This is an optimization exercise on Yosys and OpenROAD, whose aim is small area, a short achievable clock period and few clock cycles per item, not a production implementation.
In this exercise RTL edits were held to simulation tests only and were not proved equivalent to the original.
Power is estimated from default activity; no workload was simulated.

## fsk_goertzel_demod
module fsk_goertzel_demod (
    input  wire        clk,
    input  wire        rst,
    input  wire        in_valid,
    output wire        in_ready,
    input  wire [1:0]  in_cmd,
    input  wire [15:0] in_data,
    input  wire [15:0] cfg_spb,
    input  wire [15:0] cfg_coeff0,
    input  wire [15:0] cfg_coeff1,
    output reg         out_valid,
    output reg  [7:0]  out_byte
);
Settings: LEC_CHECK=0, CAP_MARGIN=20, CORE_MARGIN=2, CORE_UTILIZATION=40, SLEW_MARGIN=20; clock period 20.0 ns.
standard.sh (not shown) runs the stock make flow with config.mk's settings and CLKGATE_MAP_FILE= SYNTH_SCRIPT=/design/flow/synth_recipe.tcl, a recipe that flattens the netlist after the stock synthesis.
==> flow/flow/run.sh <==
#!/bin/bash
# Own layout flow: the standard ORFS flow, with the port buffers chosen as
# buf_4 cells and timing repair aiming at a setup slack well above the 20 ns
# clock's (the clock period and all constraints are unchanged).
set -euo pipefail
export BUFFER_PORTS_ARGS="-buffer_cell sky130_fd_sc_hd__buf_4"
export SETUP_SLACK_MARGIN=14.9
bash standard.sh synth > synth.log 2>&1
bash standard.sh > layout.log 2>&1
Testbench counts at the start, summed over its fixed seeds: cycles 269,736, items 384.
Change:
--- a/flow/flow/run.sh
+++ b/flow/flow/run.sh
@@ -3 +3 @@
-# buf_4 cells and timing repair aiming at a setup slack well above the 20 ns
+# buf_2 cells and timing repair aiming at a setup slack well above the 20 ns
@@ -6 +6 @@
-export BUFFER_PORTS_ARGS="-buffer_cell sky130_fd_sc_hd__buf_4"
+export BUFFER_PORTS_ARGS="-buffer_cell sky130_fd_sc_hd__buf_2"
--- a/flow/config.mk
+++ b/flow/config.mk
@@ -10,0 +11,2 @@
+export CTS_CLUSTER_DIAMETER = 50
+export CTS_CLUSTER_SIZE = 20
Outcome: The new run went through all stages and came out clean; global-route usage is higher by 0.13 points; maximum frequency hardly moves; sequential power stays flat; non-clock buffer count goes down by 1; worst hold slack loses 0.065 ns; total power rose by 2.1%; routed wire length barely changes; cell count hardly moves; critical path depth does not change.

* * *

fsk_goertzel_demod, a different RTL version from the one above (not shown whole).
Size in the first run: ~3000 cells after synthesis, roughly 430 flip-flops, ~0.027 mm² of cells after synthesis.
clock: 20.0 ns
lec_check: 0
cap_margin: 20
core_margin: 2
core_utilization: 40
slew_margin: 20
==> flow/flow/run.sh <==
#!/bin/bash
# Own layout flow: the standard ORFS flow, with the port buffers chosen as
# buf_2 cells and timing repair aiming at a setup slack well above the 20 ns
# clock's (the clock period and all constraints are unchanged).
set -euo pipefail
export BUFFER_PORTS_ARGS="-buffer_cell sky130_fd_sc_hd__buf_2"
export SETUP_SLACK_MARGIN=14
bash standard.sh synth > synth.log 2>&1
bash standard.sh > layout.log 2>&1
Testbench counts at the start, summed over its fixed seeds: cycles 269,736, items 384.
Next try:
--- a/flow/flow/run.sh
+++ b/flow/flow/run.sh
@@ -7 +7 @@
-export SETUP_SLACK_MARGIN=14
+export SETUP_SLACK_MARGIN=14.25
Effect:
- setup slack improved by 170 ps
- global-route usage stays the same
- count of clock-buffer cells in the layout is unchanged

* * *

garnet:
fsk_goertzel_demod with an RTL version that a note above also has.
Size in the first run: ~470 flip-flops, roughly 27000 µm² of cells after synthesis.
==> flow/config.mk <==
export PLATFORM = sky130hd
export DESIGN_NAME = fsk_goertzel_demod
export DESIGN_NICKNAME = fsk_goertzel_demod
export VERILOG_FILES = /design/flow/design.v
export SDC_FILE = /design/flow/constraint.sdc
export NUM_CORES = 4
export LEC_CHECK = 0
export CAP_MARGIN = 20
export CORE_MARGIN = 2
export CORE_UTILIZATION = 40
export SLEW_MARGIN = 20
==> flow/constraint.sdc <==
create_clock -name core_clock -period 20.0 [get_ports {clk}]
set_input_delay 4.0000 -clock core_clock [delete_from_list [all_inputs] [get_ports {clk}]]
set_output_delay 4.0000 -clock core_clock [all_outputs]
set_load 0.01 [all_outputs]
==> flow/flow/run.sh <==
#!/bin/bash
# Own layout flow: the standard ORFS flow, with the port buffers chosen as
# buf_2 cells and timing repair aiming at a setup slack well above the 20 ns
# clock's (the clock period and all constraints are unchanged).
set -euo pipefail
export BUFFER_PORTS_ARGS="-buffer_cell sky130_fd_sc_hd__buf_2"
export SETUP_SLACK_MARGIN=14.6
bash standard.sh synth > synth.log 2>&1
bash standard.sh > layout.log 2>&1
Testbench counts of garnet, summed over its fixed seeds: cycles 269,736, items 384.
Here is what was changed in the inputs of tundra compared with garnet.
-- flow/flow/run.sh --
<<< garnet, line 7
export SETUP_SLACK_MARGIN=14.6
>>> tundra, line 7
export SETUP_SLACK_MARGIN=14.9
Findings:
- tundra ran to completion and came out clean on the timing, design-rule and antenna checks.
- In terms of hold slack, tundra and garnet differ only marginally.
- Post-synthesis cell area: garnet vs tundra identical
- Fmax: tundra higher than garnet
- The routed wire length of garnet and that of tundra are within noise of each other.

-- re-timing with driven ports --
The results above use ideal ports. As a check the final layouts listed here were re-extracted and re-timed, cells and wires unchanged.
Step 1 assumes that a clkbuf_16 drives the clock port and a buf_2 every other input.
Step 2 also shifts input and output timing later by t, the mid clock arrival at the registers, as if the neighbouring blocks saw the same clock.
a / b / c = no drivers / after step 1 / after step 2; a / b = the first two.
| run | t, ns | setup slack, ns | worst data-port slew with drivers (ns) |
|---|---|---|---|
| the first run of note 1 | 0.633 | 14.953 / 14.902 / 15.128 | 0.05 |
| the second run of note 1 | 0.637 | 14.942 / 14.888 / 15.091 | 0.04 |
| the first run of note 2 | 0.649 | 14.379 / 14.379 / 14.379 | 0.06 |
| the second run of note 2 | 0.650 | 14.548 / 14.492 / 14.542 | 0.06 |
| garnet | 0.641 | 14.944 / 14.889 / 15.043 | 0.04 |
| tundra | 0.640 | 14.960 / 14.905 / 15.046 | 0.04 |
After both steps every run listed still meets setup and hold. For the second run of note 2, which loses most, drivers alone change the setup slack by -0.056 ns; drivers and shift together by -0.006 ns.
